Background: an optimization exercise with open tools, aiming at a short achievable clock period and few clock cycles. Do not read the settings as production practice.
Only simulation tests tie the RTL to the original design; equivalence was not proved.
Power is estimated from default activity; no workload was simulated.

==> lagoon <==
Design dpt_rx_engine, start of the top module:
module dpt_rx_engine (
    input  wire        clk,
    input  wire        rst,
    input  wire        in_valid,
    output wire        in_ready,
    input  wire [1:0]  in_op,
    input  wire [31:0] in_data,
    output wire        ram_we,
    output wire [9:0]  ram_waddr,
    output wire [7:0]  ram_wdata,
    output wire [9:0]  ram_raddr,
    input  wire [7:0]  ram_rdata,
    output wire        mem_we,
    output wire [31:0] mem_addr,
    output wire [7:0]  mem_wdata,
    output wire        resp_valid,
    output wire [31:0] resp_value,
    output wire [9:0]  rxq_size,
    output wire [7:0]  idle_count,
    output reg  [31:0] cnt_rx,
    output reg  [31:0] cnt_overrun,
    output reg  [31:0] cnt_buserr
);
clock: 8.0 ns
lec_check: 0
abc_clock_period_in_ps: 2500
cap_margin: 20
core_margin: 2
core_utilization: 40
cts_cluster_diameter: 80
cts_cluster_size: 20
place_density: 0.6
setup_slack_margin: 5.0
slew_margin: 20
standard.sh (not shown) runs the stock make flow with config.mk's settings and CLKGATE_MAP_FILE= SYNTH_SCRIPT=/design/flow/synth_recipe.tcl, a recipe that flattens the netlist after the stock synthesis.
==> flow/flow/run.sh <==
#!/bin/bash
# Standard ORFS flow (the standard.sh), with the resizer free to change a
# cell's footprint while it repairs timing, and aiming for more setup slack.
set -o pipefail
bash standard.sh MATCH_CELL_FOOTPRINT=0 SETUP_SLACK_MARGIN=5.5 finish > standard.log 2>&1
==> xenon: changes against lagoon <==
--- a/flow/design.v
+++ b/flow/design.v
@@ -72,10 +72,11 @@
                             end
                         end
                     end else begin
                         spawn = f16 && !f16v;
                         if (k1) b1_n = b;
+                        if (k2 && t68) ep_n = cp + {1'b0, total} + 10'd1;
                         k1_n = 1'b0; k2_n = k1; k3_n = k2;
                         c0_n  = !rem_unk && r1;
                         n16_n = !rem_unk && (tdc ? r2 : (r2 || rem3));
                         n68_n = t68 && k2;
                         nff_n = 1'b0;
@@ -129,18 +130,16 @@
                      M_DISC = 2'd2;    
     localparam QW = 4;                 
     reg        rdy;
     reg [9:0]  head, tail, size;
     reg [7:0]  idle_cnt;
-    reg [31:0] rx_p1, ovr_p1, err_p1;    
     reg        sem, busy, pend;
     reg [31:0] rx_addr;
     reg        pb_v;
     reg [9:0]  pb_pos;
     reg [7:0]  pb_d;
     reg        pl_v;
-    reg [7:0]  pl_d;                 
     reg        pb_16, pb_68, pb_10, pb_a2, pb_dc, pb_e5, pb_ff, pb_lead;
     reg [9:0]  raddr;
     reg [9:0]  fp;                   
     reg        rf1;                  
     reg        rf2;                  
@@ -149,27 +148,23 @@
     reg [7:0]  q_d;
     reg        q_16, q_68, q_10, q_a2, q_dc, q_e5, q_ff, q_lead;
     reg        live;                 
     reg [9:0]  sp;                   
     reg        mb;                   
-    reg        rd_pend;              
-    reg [9:0]  rd_sv;
     reg        s_park;               
     reg [9:0]  s_rp;                 
     reg        a_v;
     reg [1:0]  a_mode;
     reg [9:0]  a_cp, a_ep, a_f16p;
-    reg [9:0]  a_ep68;               
     reg [7:0]  a_lead, a_b1;
     reg        a_t68, a_tdc, a_te5;
     reg [8:0]  a_total, a_rem;
     reg        a_r0, a_r1, a_r2, a_rem_unk, a_k1, a_k2, a_k3, a_bad, a_f16v;
     reg        a_c0, a_n16, a_n68, a_nff;
     reg        b_v;
     reg [1:0]  b_mode;
     reg [9:0]  b_cp, b_ep, b_f16p;
-    reg [9:0]  b_ep68;
     reg [7:0]  b_lead, b_b1;
     reg        b_t68, b_tdc, b_te5;
     reg [8:0]  b_total, b_rem;
     reg        b_r0, b_r1, b_r2, b_rem_unk, b_k1, b_k2, b_k3, b_bad, b_f16v;
     reg        b_c0, b_n16, b_n68, b_nff;
@@ -190,11 +185,10 @@
     reg [9:0]  sn_p2, sn_ep, ss_p2, ss_ep;
     reg [7:0]  sn_lead, sn_b1, ss_lead, ss_b1;
     reg [8:0]  sn_tot, ss_tot;
     reg        sn_t1, ss_t1;
     reg        dl;                   
-    reg        ew;                   
     reg [9:0]  d_ep;                 
     reg        copying;
     reg        c_r;                  
     reg        c_d;                  
     reg        c_b1v;                
@@ -218,11 +212,11 @@
     assign resp_valid = resp_v;
     assign resp_value = resp_val;
     assign rxq_size   = size;
     assign idle_count = idle_cnt;
     wire       have = pl_v || q_v;
-    wire [7:0] b    = pl_d | q_d;
+    wire [7:0] b    = pl_v ? pb_d : q_d;
     wire f16  = pb_16  || q_16;
     wire f68  = pb_68  || q_68;
     wire f10  = pb_10  || q_10;
     wire fa2  = pb_a2  || q_a2;
     wire fdc  = pb_dc  || q_dc;
@@ -231,11 +225,11 @@
     wire flead = pb_lead || q_lead;
     wire        q_nfull   = q_tight;
     wire        q_nfull_u = q_stall;
     wire        qu        = (q_uc != q_rd);       
     wire        qpend     = ev_mf || ev_sf || ev_take || ev_drop;
-    wire step = have && !q_nfull_u && !rd_pend;
+    wire step = have && !q_nfull_u;
     wire [1:0] an_mode;
     wire [9:0] an_cp, an_ep, an_f16p;
     wire [7:0] an_lead, an_b1;
     wire       an_t68, an_tdc, an_te5, an_r0, an_r1, an_r2, an_rem_unk, an_k1, an_k2, an_k3;
     wire       an_bad, an_f16v;
@@ -290,19 +284,16 @@
     wire       n_found = mb ? a_found : b_found;
     wire       n_fail  = mb ? a_fail  : b_fail;
     wire       n_back  = mb ? a_back  : b_back;
     wire [1:0] m_mode  = mb ? b_mode  : a_mode;
     wire [9:0] m_cp    = mb ? b_cp    : a_cp;
-    wire [9:0] a_epx   = a_t68 ? a_ep68 : a_ep;
-    wire [9:0] b_epx   = b_t68 ? b_ep68 : b_ep;
-    wire [9:0] m_ep    = mb ? b_epx   : a_epx;
+    wire [9:0] m_ep    = mb ? b_ep    : a_ep;
     wire [9:0] m_f16p  = mb ? b_f16p  : a_f16p;
     wire [7:0] m_lead  = mb ? b_lead  : a_lead;
     wire [7:0] m_b1    = mb ? b_b1    : a_b1;
     wire [8:0] m_total = mb ? b_total : a_total;
     wire       m_r0    = mb ? b_r0    : a_r0;
-    wire       m_c0    = mb ? b_c0    : a_c0;
     wire       m_te5   = mb ? b_te5   : a_te5;
     wire       m_r1    = mb ? b_r1    : a_r1;
     wire       m_rem_unk = mb ? b_rem_unk : a_rem_unk;
     wire       m_bad   = mb ? b_bad   : a_bad;
     wire s_act   = s_v && !s_park;
@@ -331,27 +322,22 @@
     wire trig_w = acc && (op_e || (op_i && idle_zero)) && busy;
     wire trig_r = acc && op_r && !busy && sem;
     wire e2a = (m_mode == M_SEEK) && pl_v && pb_e5;
     wire e2b = (m_mode == M_CAND) && pl_v && !m_rem_unk && m_r1 && !m_bad && pb_16;
     wire e2c = (m_mode == M_CAND) && live && !pb_v && !m_rem_unk && m_r0 && !m_bad;
-    wire e2  = !qu && !qpend && !e2_skip && !rd_pend && (e2a || e2b || e2c);
+    wire e2  = !qu && !qpend && !e2_skip && (e2a || e2b || e2c);
     wire eager_f = trig_w && qu;
     wire eager_2 = trig_w && op_i && !full && e2;
-    wire wait_ok = (m_mode == M_CAND) && live && !qu && !e2_skip && !rd_pend &&
-                   !ev_mf && !ev_take &&
-                   !(pl_v && m_c0) &&
-                   !(op_i && (pl_v ? (!m_rem_unk && m_r1) : m_c0));
-    wire eager_w = trig_w && wait_ok;
-    wire lazy    = (trig_w && !eager_f && !eager_2 && !eager_w) || trig_r;
+    wire lazy    = (trig_w && !eager_f && !eager_2) || trig_r;
     wire [QW-1:0] qh = q_rd[QW-1:0];
     wire [9:0] s_p2_d  = qu ? fq_p2[qh]   : m_cp + 10'd2;
-    wire [9:0] s_ep_d  = qu ? fq_ep[qh]   : e2a ? head + 10'd1 : m_ep;
+    wire [9:0] s_ep_d  = qu ? fq_ep[qh]   : e2a ? pb_pos + 10'd2 : m_ep;
     wire [7:0] s_lead_d= qu ? fq_lead[qh] : e2a ? 8'hE5 : m_lead;
     wire [7:0] s_b1_d  = qu ? fq_b1[qh]   : m_b1;
     wire [8:0] s_tot_d = qu ? fq_tot[qh]  : e2a ? 9'd1 : m_total;
     wire       s_t1_d  = qu ? fq_t1[qh]   : e2a || m_te5;    
-    wire settled   = live && !pb_v && !ev_mf && !ev_take && !e2_skip && !rd_pend;
+    wire settled   = live && !pb_v && !qpend && !e2_skip;   
     wire [9:0] wt_size = (m_mode != M_CAND) ? 10'd0 : mb ? head - b_cp : head - a_cp;
     wire pend_x    = pend && !busy;                 
     wire pend_f    = pend && busy && qu;
     wire pend_wait = pend && busy && !qu && settled;
     wire deliver   = eager_f || eager_2 || pend_f;
@@ -364,22 +350,22 @@
     wire [9:0] rd_pos  = use_park ? pk_pos  : m_f16p;
     wire [9:0] fp_inc  = fp + 10'd1;
     wire       at_head  = (sp == head);
     wire       at_head1 = (sp_inc == head);
     wire       fp_head  = (fp == head);
-    wire [9:0] sp_n    = rd_pend ? rd_sv : step ? sp_inc : sp;
-    wire live_n = !rd_pend && (live ? (step || !pb_v) : ((step && at_head1) || at_head));
-    wire restart = (live && !live_n) || rd_pend || (!live && have && !step) || lost;
+    wire [9:0] sp_n    = redirect ? rd_pos : step ? sp_inc : sp;
+    wire live_n = !redirect && (live ? (step || !pb_v) : ((step && at_head1) || at_head));
+    wire restart = (live && !live_n) || redirect || (!live && have && !step) || lost;
     wire s_issue = !live_n && !copying && !restart && !fp_head;
     wire qg = rf2 && !restart && !live_n;
     wire pg = pushed && live_n;
     wire [9:0] fp_next = restart ? sp_n : ((copying || fp_head) ? fp : fp_inc);
     always @(posedge clk) begin
         pb_pos  <= head;
         pb_d    <= op_b ? in_data[7:0] : TERM;
+        q_d  <= ram_rdata;
         if (acc && op_r && !busy) rx_addr <= in_data;
-        rd_sv <= rd_pos;
         if (park) s_rp <= s_f16p;
         if (step) begin
             a_cp <= an_cp; a_ep <= an_ep; a_lead <= an_lead; a_b1 <= an_b1;
             a_t68 <= an_t68; a_tdc <= an_tdc; a_te5 <= an_te5; a_total <= an_total;
             a_rem <= an_rem; a_r0 <= an_r0; a_r1 <= an_r1; a_r2 <= an_r2;
@@ -390,14 +376,12 @@
             b_rem <= bn_rem; b_r0 <= bn_r0; b_r1 <= bn_r1; b_r2 <= bn_r2;
             b_rem_unk <= bn_rem_unk; b_k1 <= bn_k1; b_k2 <= bn_k2; b_k3 <= bn_k3;
             b_bad <= bn_bad; b_f16v <= bn_f16v; b_f16p <= bn_f16p;
         end
         sn_p2 <= m_cp + 10'd2; sn_ep <= m_ep;
-        a_ep68 <= a_cp + {1'b0, a_total} + 10'd1;
-        b_ep68 <= b_cp + {1'b0, b_total} + 10'd1;
         sn_lead <= m_lead; sn_b1 <= m_b1; sn_tot <= m_total; sn_t1 <= m_te5;
-        ss_p2 <= (mb ? a_cp : b_cp) + 10'd2; ss_ep <= mb ? a_epx : b_epx;
+        ss_p2 <= (mb ? a_cp : b_cp) + 10'd2; ss_ep <= mb ? a_ep : b_ep;
         ss_lead <= mb ? a_lead : b_lead; ss_b1 <= mb ? a_b1 : b_b1;
         ss_tot <= mb ? a_total : b_total; ss_t1 <= mb ? a_te5 : b_te5;
         if (ev_mf) begin
             fq_p2[q_uc[QW-1:0]] <= sn_p2; fq_ep[q_uc[QW-1:0]] <= sn_ep;
             fq_lead[q_uc[QW-1:0]] <= sn_lead; fq_b1[q_uc[QW-1:0]] <= sn_b1;
@@ -430,49 +414,37 @@
     always @(posedge clk) begin
         if (rst) begin
             rdy <= 1'b1;
             head <= 10'd0; tail <= 10'd0; size <= 10'd0;
             idle_cnt <= 8'd0;
-            sem <= 1'b0; busy <= 1'b0; pend <= 1'b0; dl <= 1'b0; ew <= 1'b0;
+            sem <= 1'b0; busy <= 1'b0; pend <= 1'b0; dl <= 1'b0;
             cnt_rx <= 32'd0; cnt_overrun <= 32'd0; cnt_buserr <= 32'd0;
-            rx_p1 <= 32'd1; ovr_p1 <= 32'd1; err_p1 <= 32'd1;
             pb_v <= 1'b0;
             rf1 <= 1'b0; rf2 <= 1'b0; q_v <= 1'b0; lost <= 1'b0; pl_v <= 1'b0;
-            pl_d <= 8'd0; q_d <= 8'd0;
             {pb_16, pb_68, pb_10, pb_a2, pb_dc, pb_e5, pb_ff, pb_lead} <= 8'd0;
             {q_16, q_68, q_10, q_a2, q_dc, q_e5, q_ff, q_lead} <= 8'd0;
-            live <= 1'b1; sp <= 10'd0; mb <= 1'b0; s_park <= 1'b0; rd_pend <= 1'b0;
+            live <= 1'b1; sp <= 10'd0; mb <= 1'b0; s_park <= 1'b0;
             a_v <= 1'b0; a_mode <= M_SEEK; b_v <= 1'b0; b_mode <= M_SEEK;
             {a_c0, a_n16, a_n68, a_nff} <= 4'd0; {b_c0, b_n16, b_n68, b_nff} <= 4'd0;
             q_rd <= 0; q_uc <= 0; q_wr <= 0; q_stall <= 1'b0; q_tight <= 1'b0;
             ev_mf <= 1'b0; ev_sf <= 1'b0; ev_take <= 1'b0; ev_drop <= 1'b0;
             e2_skip <= 1'b0;
             copying <= 1'b0; c_r <= 1'b0; c_d <= 1'b0; c_b1v <= 1'b0;
             mem_we_r <= 1'b0; resp_v <= 1'b0;
         end else begin
-            if (acc && op_b) begin
-                cnt_rx <= rx_p1;
-                rx_p1  <= rx_p1 + 32'd1;
-            end
-            if (acc && op_e) begin
-                cnt_buserr <= err_p1;
-                err_p1     <= err_p1 + 32'd1;
-            end
-            if (push && full) begin
-                cnt_overrun <= ovr_p1;
-                ovr_p1      <= ovr_p1 + 32'd1;
-            end
+            if (acc && op_b) cnt_rx <= cnt_rx + 32'd1;
+            if (acc && op_e) cnt_buserr <= cnt_buserr + 32'd1;
+            if (push && full) cnt_overrun <= cnt_overrun + 32'd1;
             if (acc && (op_b || op_e)) idle_cnt <= 8'd0;
             else if (acc && op_i && idle_cnt != 8'd255) idle_cnt <= idle_cnt + 8'd1;
             pb_v <= pushed;
             if (pushed) head <= head + 10'd1;
             if (trig_w) sem <= 1'b0;
             else if (acc && (op_e || (op_i && idle_zero))) sem <= 1'b1;
             if (acc && op_r && addr_nz && !busy) busy <= 1'b1;
             live <= live_n;
             sp   <= sp_n;
-            rd_pend <= redirect;
             if (step) begin
                 a_mode <= an_mode;
                 b_mode <= bn_mode;
                 {a_c0, a_n16, a_n68, a_nff} <= {an_c0, an_n16, an_n68, an_nff};
                 {b_c0, b_n16, b_n68, b_nff} <= {bn_c0, bn_n16, bn_n68, bn_nff};
@@ -524,11 +496,10 @@
             if (lazy) begin
                 pend <= 1'b1;
                 rdy  <= 1'b0;
             end
             dl <= deliver;
-            ew <= eager_w;
             if (pend_x) begin
                 pend <= 1'b0;
                 rdy  <= 1'b1;
             end
             if (pend_wait) begin
@@ -541,37 +512,29 @@
                     if (mb) b_mode <= M_SEEK; else a_mode <= M_SEEK;
                 end
             end else if (dl) begin
                 tail <= d_ep;
                 size <= head - d_ep;
-            end else if (ew) begin
-                size <= head - tail;
-                rdy  <= 1'b1;
-            end else if (eager_w) begin
-                tail <= m_cp;
-                rdy  <= 1'b0;
             end else begin
                 size <= pushed ? size + 10'd1 : size;
             end
             if (eager_2) e2_skip <= 1'b1;
             else if (step && m_found) e2_skip <= 1'b0;
             rf1  <= s_issue && !deliver && !copy_rd;
             lost <= s_issue && (deliver || copy_rd);
             rf2  <= rf1 && !restart;
             q_v  <= qg;
-            q_d  <= qg ? ram_rdata : 8'd0;
             q_16 <= qg && (ram_rdata == TERM);
             q_68 <= qg && (ram_rdata == 8'h68);
             q_10 <= qg && (ram_rdata == 8'h10);
             q_a2 <= qg && (ram_rdata == 8'hA2);
             q_dc <= qg && (ram_rdata == 8'hDC);
             q_e5 <= qg && (ram_rdata == 8'hE5);
             q_ff <= qg && (ram_rdata == 8'hFF);
             q_lead <= qg && ((ram_rdata == 8'h10) || (ram_rdata == 8'h68) || (ram_rdata == 8'hA2) ||
                              (ram_rdata == 8'hDC) || (ram_rdata == 8'hE5));
             pl_v    <= pg;
-            pl_d    <= !pg ? 8'd0 : op_b ? in_data[7:0] : TERM;
             pb_16   <= pg && (op_b ? (in_data[7:0] == TERM) : 1'b1);
             pb_68   <= pg && op_b && (in_data[7:0] == 8'h68);
             pb_10   <= pg && op_b && (in_data[7:0] == 8'h10);
             pb_a2   <= pg && op_b && (in_data[7:0] == 8'hA2);
             pb_dc   <= pg && op_b && (in_data[7:0] == 8'hDC);
--- a/flow/config.mk
+++ b/flow/config.mk
@@ -7,10 +7,8 @@
 export LEC_CHECK = 0
 export ABC_CLOCK_PERIOD_IN_PS = 2500
 export CAP_MARGIN = 20
 export CORE_MARGIN = 2
 export CORE_UTILIZATION = 40
-export CTS_CLUSTER_DIAMETER = 80
-export CTS_CLUSTER_SIZE = 20
 export PLACE_DENSITY = 0.6
 export SETUP_SLACK_MARGIN = 5.0
 export SLEW_MARGIN = 20
==> indigo: changes against lagoon <==
--- a/flow/design.v
+++ b/flow/design.v
@@ -129,11 +129,10 @@
                      M_DISC = 2'd2;    
     localparam QW = 4;                 
     reg        rdy;
     reg [9:0]  head, tail, size;
     reg [7:0]  idle_cnt;
-    reg [31:0] rx_p1, ovr_p1, err_p1;    
     reg        sem, busy, pend;
     reg [31:0] rx_addr;
     reg        pb_v;
     reg [9:0]  pb_pos;
     reg [7:0]  pb_d;
@@ -149,12 +148,10 @@
     reg [7:0]  q_d;
     reg        q_16, q_68, q_10, q_a2, q_dc, q_e5, q_ff, q_lead;
     reg        live;                 
     reg [9:0]  sp;                   
     reg        mb;                   
-    reg        rd_pend;              
-    reg [9:0]  rd_sv;
     reg        s_park;               
     reg [9:0]  s_rp;                 
     reg        a_v;
     reg [1:0]  a_mode;
     reg [9:0]  a_cp, a_ep, a_f16p;
@@ -231,11 +228,11 @@
     wire flead = pb_lead || q_lead;
     wire        q_nfull   = q_tight;
     wire        q_nfull_u = q_stall;
     wire        qu        = (q_uc != q_rd);       
     wire        qpend     = ev_mf || ev_sf || ev_take || ev_drop;
-    wire step = have && !q_nfull_u && !rd_pend;
+    wire step = have && !q_nfull_u;
     wire [1:0] an_mode;
     wire [9:0] an_cp, an_ep, an_f16p;
     wire [7:0] an_lead, an_b1;
     wire       an_t68, an_tdc, an_te5, an_r0, an_r1, an_r2, an_rem_unk, an_k1, an_k2, an_k3;
     wire       an_bad, an_f16v;
@@ -331,14 +328,14 @@
     wire trig_w = acc && (op_e || (op_i && idle_zero)) && busy;
     wire trig_r = acc && op_r && !busy && sem;
     wire e2a = (m_mode == M_SEEK) && pl_v && pb_e5;
     wire e2b = (m_mode == M_CAND) && pl_v && !m_rem_unk && m_r1 && !m_bad && pb_16;
     wire e2c = (m_mode == M_CAND) && live && !pb_v && !m_rem_unk && m_r0 && !m_bad;
-    wire e2  = !qu && !qpend && !e2_skip && !rd_pend && (e2a || e2b || e2c);
+    wire e2  = !qu && !qpend && !e2_skip && (e2a || e2b || e2c);
     wire eager_f = trig_w && qu;
     wire eager_2 = trig_w && op_i && !full && e2;
-    wire wait_ok = (m_mode == M_CAND) && live && !qu && !e2_skip && !rd_pend &&
+    wire wait_ok = (m_mode == M_CAND) && live && !qu && !e2_skip &&
                    !ev_mf && !ev_take &&
                    !(pl_v && m_c0) &&
                    !(op_i && (pl_v ? (!m_rem_unk && m_r1) : m_c0));
     wire eager_w = trig_w && wait_ok;
     wire lazy    = (trig_w && !eager_f && !eager_2 && !eager_w) || trig_r;
@@ -347,11 +344,11 @@
     wire [9:0] s_ep_d  = qu ? fq_ep[qh]   : e2a ? head + 10'd1 : m_ep;
     wire [7:0] s_lead_d= qu ? fq_lead[qh] : e2a ? 8'hE5 : m_lead;
     wire [7:0] s_b1_d  = qu ? fq_b1[qh]   : m_b1;
     wire [8:0] s_tot_d = qu ? fq_tot[qh]  : e2a ? 9'd1 : m_total;
     wire       s_t1_d  = qu ? fq_t1[qh]   : e2a || m_te5;    
-    wire settled   = live && !pb_v && !ev_mf && !ev_take && !e2_skip && !rd_pend;
+    wire settled   = live && !pb_v && !ev_mf && !ev_take && !e2_skip;
     wire [9:0] wt_size = (m_mode != M_CAND) ? 10'd0 : mb ? head - b_cp : head - a_cp;
     wire pend_x    = pend && !busy;                 
     wire pend_f    = pend && busy && qu;
     wire pend_wait = pend && busy && !qu && settled;
     wire deliver   = eager_f || eager_2 || pend_f;
@@ -364,22 +361,21 @@
     wire [9:0] rd_pos  = use_park ? pk_pos  : m_f16p;
     wire [9:0] fp_inc  = fp + 10'd1;
     wire       at_head  = (sp == head);
     wire       at_head1 = (sp_inc == head);
     wire       fp_head  = (fp == head);
-    wire [9:0] sp_n    = rd_pend ? rd_sv : step ? sp_inc : sp;
-    wire live_n = !rd_pend && (live ? (step || !pb_v) : ((step && at_head1) || at_head));
-    wire restart = (live && !live_n) || rd_pend || (!live && have && !step) || lost;
+    wire [9:0] sp_n    = redirect ? rd_pos : step ? sp_inc : sp;
+    wire live_n = !redirect && (live ? (step || !pb_v) : ((step && at_head1) || at_head));
+    wire restart = (live && !live_n) || redirect || (!live && have && !step) || lost;
     wire s_issue = !live_n && !copying && !restart && !fp_head;
     wire qg = rf2 && !restart && !live_n;
     wire pg = pushed && live_n;
     wire [9:0] fp_next = restart ? sp_n : ((copying || fp_head) ? fp : fp_inc);
     always @(posedge clk) begin
         pb_pos  <= head;
         pb_d    <= op_b ? in_data[7:0] : TERM;
         if (acc && op_r && !busy) rx_addr <= in_data;
-        rd_sv <= rd_pos;
         if (park) s_rp <= s_f16p;
         if (step) begin
             a_cp <= an_cp; a_ep <= an_ep; a_lead <= an_lead; a_b1 <= an_b1;
             a_t68 <= an_t68; a_tdc <= an_tdc; a_te5 <= an_te5; a_total <= an_total;
             a_rem <= an_rem; a_r0 <= an_r0; a_r1 <= an_r1; a_r2 <= an_r2;
@@ -432,47 +428,36 @@
             rdy <= 1'b1;
             head <= 10'd0; tail <= 10'd0; size <= 10'd0;
             idle_cnt <= 8'd0;
             sem <= 1'b0; busy <= 1'b0; pend <= 1'b0; dl <= 1'b0; ew <= 1'b0;
             cnt_rx <= 32'd0; cnt_overrun <= 32'd0; cnt_buserr <= 32'd0;
-            rx_p1 <= 32'd1; ovr_p1 <= 32'd1; err_p1 <= 32'd1;
             pb_v <= 1'b0;
             rf1 <= 1'b0; rf2 <= 1'b0; q_v <= 1'b0; lost <= 1'b0; pl_v <= 1'b0;
             pl_d <= 8'd0; q_d <= 8'd0;
             {pb_16, pb_68, pb_10, pb_a2, pb_dc, pb_e5, pb_ff, pb_lead} <= 8'd0;
             {q_16, q_68, q_10, q_a2, q_dc, q_e5, q_ff, q_lead} <= 8'd0;
-            live <= 1'b1; sp <= 10'd0; mb <= 1'b0; s_park <= 1'b0; rd_pend <= 1'b0;
+            live <= 1'b1; sp <= 10'd0; mb <= 1'b0; s_park <= 1'b0;
             a_v <= 1'b0; a_mode <= M_SEEK; b_v <= 1'b0; b_mode <= M_SEEK;
             {a_c0, a_n16, a_n68, a_nff} <= 4'd0; {b_c0, b_n16, b_n68, b_nff} <= 4'd0;
             q_rd <= 0; q_uc <= 0; q_wr <= 0; q_stall <= 1'b0; q_tight <= 1'b0;
             ev_mf <= 1'b0; ev_sf <= 1'b0; ev_take <= 1'b0; ev_drop <= 1'b0;
             e2_skip <= 1'b0;
             copying <= 1'b0; c_r <= 1'b0; c_d <= 1'b0; c_b1v <= 1'b0;
             mem_we_r <= 1'b0; resp_v <= 1'b0;
         end else begin
-            if (acc && op_b) begin
-                cnt_rx <= rx_p1;
-                rx_p1  <= rx_p1 + 32'd1;
-            end
-            if (acc && op_e) begin
-                cnt_buserr <= err_p1;
-                err_p1     <= err_p1 + 32'd1;
-            end
-            if (push && full) begin
-                cnt_overrun <= ovr_p1;
-                ovr_p1      <= ovr_p1 + 32'd1;
-            end
+            if (acc && op_b) cnt_rx <= cnt_rx + 32'd1;
+            if (acc && op_e) cnt_buserr <= cnt_buserr + 32'd1;
+            if (push && full) cnt_overrun <= cnt_overrun + 32'd1;
             if (acc && (op_b || op_e)) idle_cnt <= 8'd0;
             else if (acc && op_i && idle_cnt != 8'd255) idle_cnt <= idle_cnt + 8'd1;
             pb_v <= pushed;
             if (pushed) head <= head + 10'd1;
             if (trig_w) sem <= 1'b0;
             else if (acc && (op_e || (op_i && idle_zero))) sem <= 1'b1;
             if (acc && op_r && addr_nz && !busy) busy <= 1'b1;
             live <= live_n;
             sp   <= sp_n;
-            rd_pend <= redirect;
             if (step) begin
                 a_mode <= an_mode;
                 b_mode <= bn_mode;
                 {a_c0, a_n16, a_n68, a_nff} <= {an_c0, an_n16, an_n68, an_nff};
                 {b_c0, b_n16, b_n68, b_nff} <= {bn_c0, bn_n16, bn_n68, bn_nff};
==> comparison table <==
quantity                                                           indigo          lagoon           xenon
Estimated wirelength of the detail-placed design                109000 µm       113000 µm       107000 µm
Number of inverters outside the clock class in the layout             121             130             105
Mux share of post-synthesis cell area                               0.122           0.116           0.123
Ratio of cells with drive above 1 in the final layout               0.382           0.339           0.397
Internal power of the cells                                       10.3 mW         11.0 mW         12.2 mW
Number of cells traversed by the worst hold path                        2               1               2
Worst-case hold slack                                            0.454 ns        0.453 ns        0.447 ns
Total iterations of the first detailed-routing run                      5               8               6
Result of the run                                          finished clean  finished clean  finished clean
Finished Core Util                                                  0.514           0.502           0.529
Final setup skew                                                0.0496 ns       0.0618 ns       0.0246 ns
Layout fillers                                                      12.7k           13.6k           11.9k
Area enclosed by the die boundary                              155000 µm²      164000 µm²      151000 µm²
Number of clock buffers in the layout                                 141             145             190
Testbench counts of lagoon, summed over its fixed seeds: cycles 110,598.
Testbench counts of xenon, summed over its fixed seeds: cycles 110,819.
Testbench counts of indigo, summed over its fixed seeds: cycles 110,586.

-- static timing again, ports no longer ideal --
No port has a modelled driver above. Below, the same layouts with a new extraction and two added sets of constraints. Step 1 (the two cells are an assumption about what drives the block):
set clk [get_ports {clk}]
set_driving_cell -lib_cell sky130_fd_sc_hd__clkbuf_16 $clk
set_driving_cell -lib_cell sky130_fd_sc_hd__buf_2 [delete_from_list [all_inputs] $clk]
Step 2 moves the port delays by t, midway between the first and last clock arrival at a register: inputs arrive t later, outputs are due t later. That takes back most of the time a late clock gives input paths. Slacks: ideal / step 1 / step 2; pairs: ideal / step 1.
| run | t (ns) | setup slack, ns | hold WS [ns] | worst register clock-pin slew, ns |
|---|---|---|---|---|
| lagoon | 0.804 | 5.104 / 5.021 / 4.354 | 0.453 / 0.453 / 0.453 | 0.10 / 0.10 |
| xenon | 0.850 | 5.072 / 4.993 / 4.369 | 0.447 / 0.447 / 0.447 | 0.07 / 0.07 |
| indigo | 0.808 | 5.131 / 5.049 / 4.396 | 0.454 / 0.454 / 0.454 | 0.09 / 0.09 |
After both steps every run listed still meets setup and hold. The setup slack of lagoon, which loses most, moves by -0.083 ns with the drivers and by -0.750 ns with both steps.
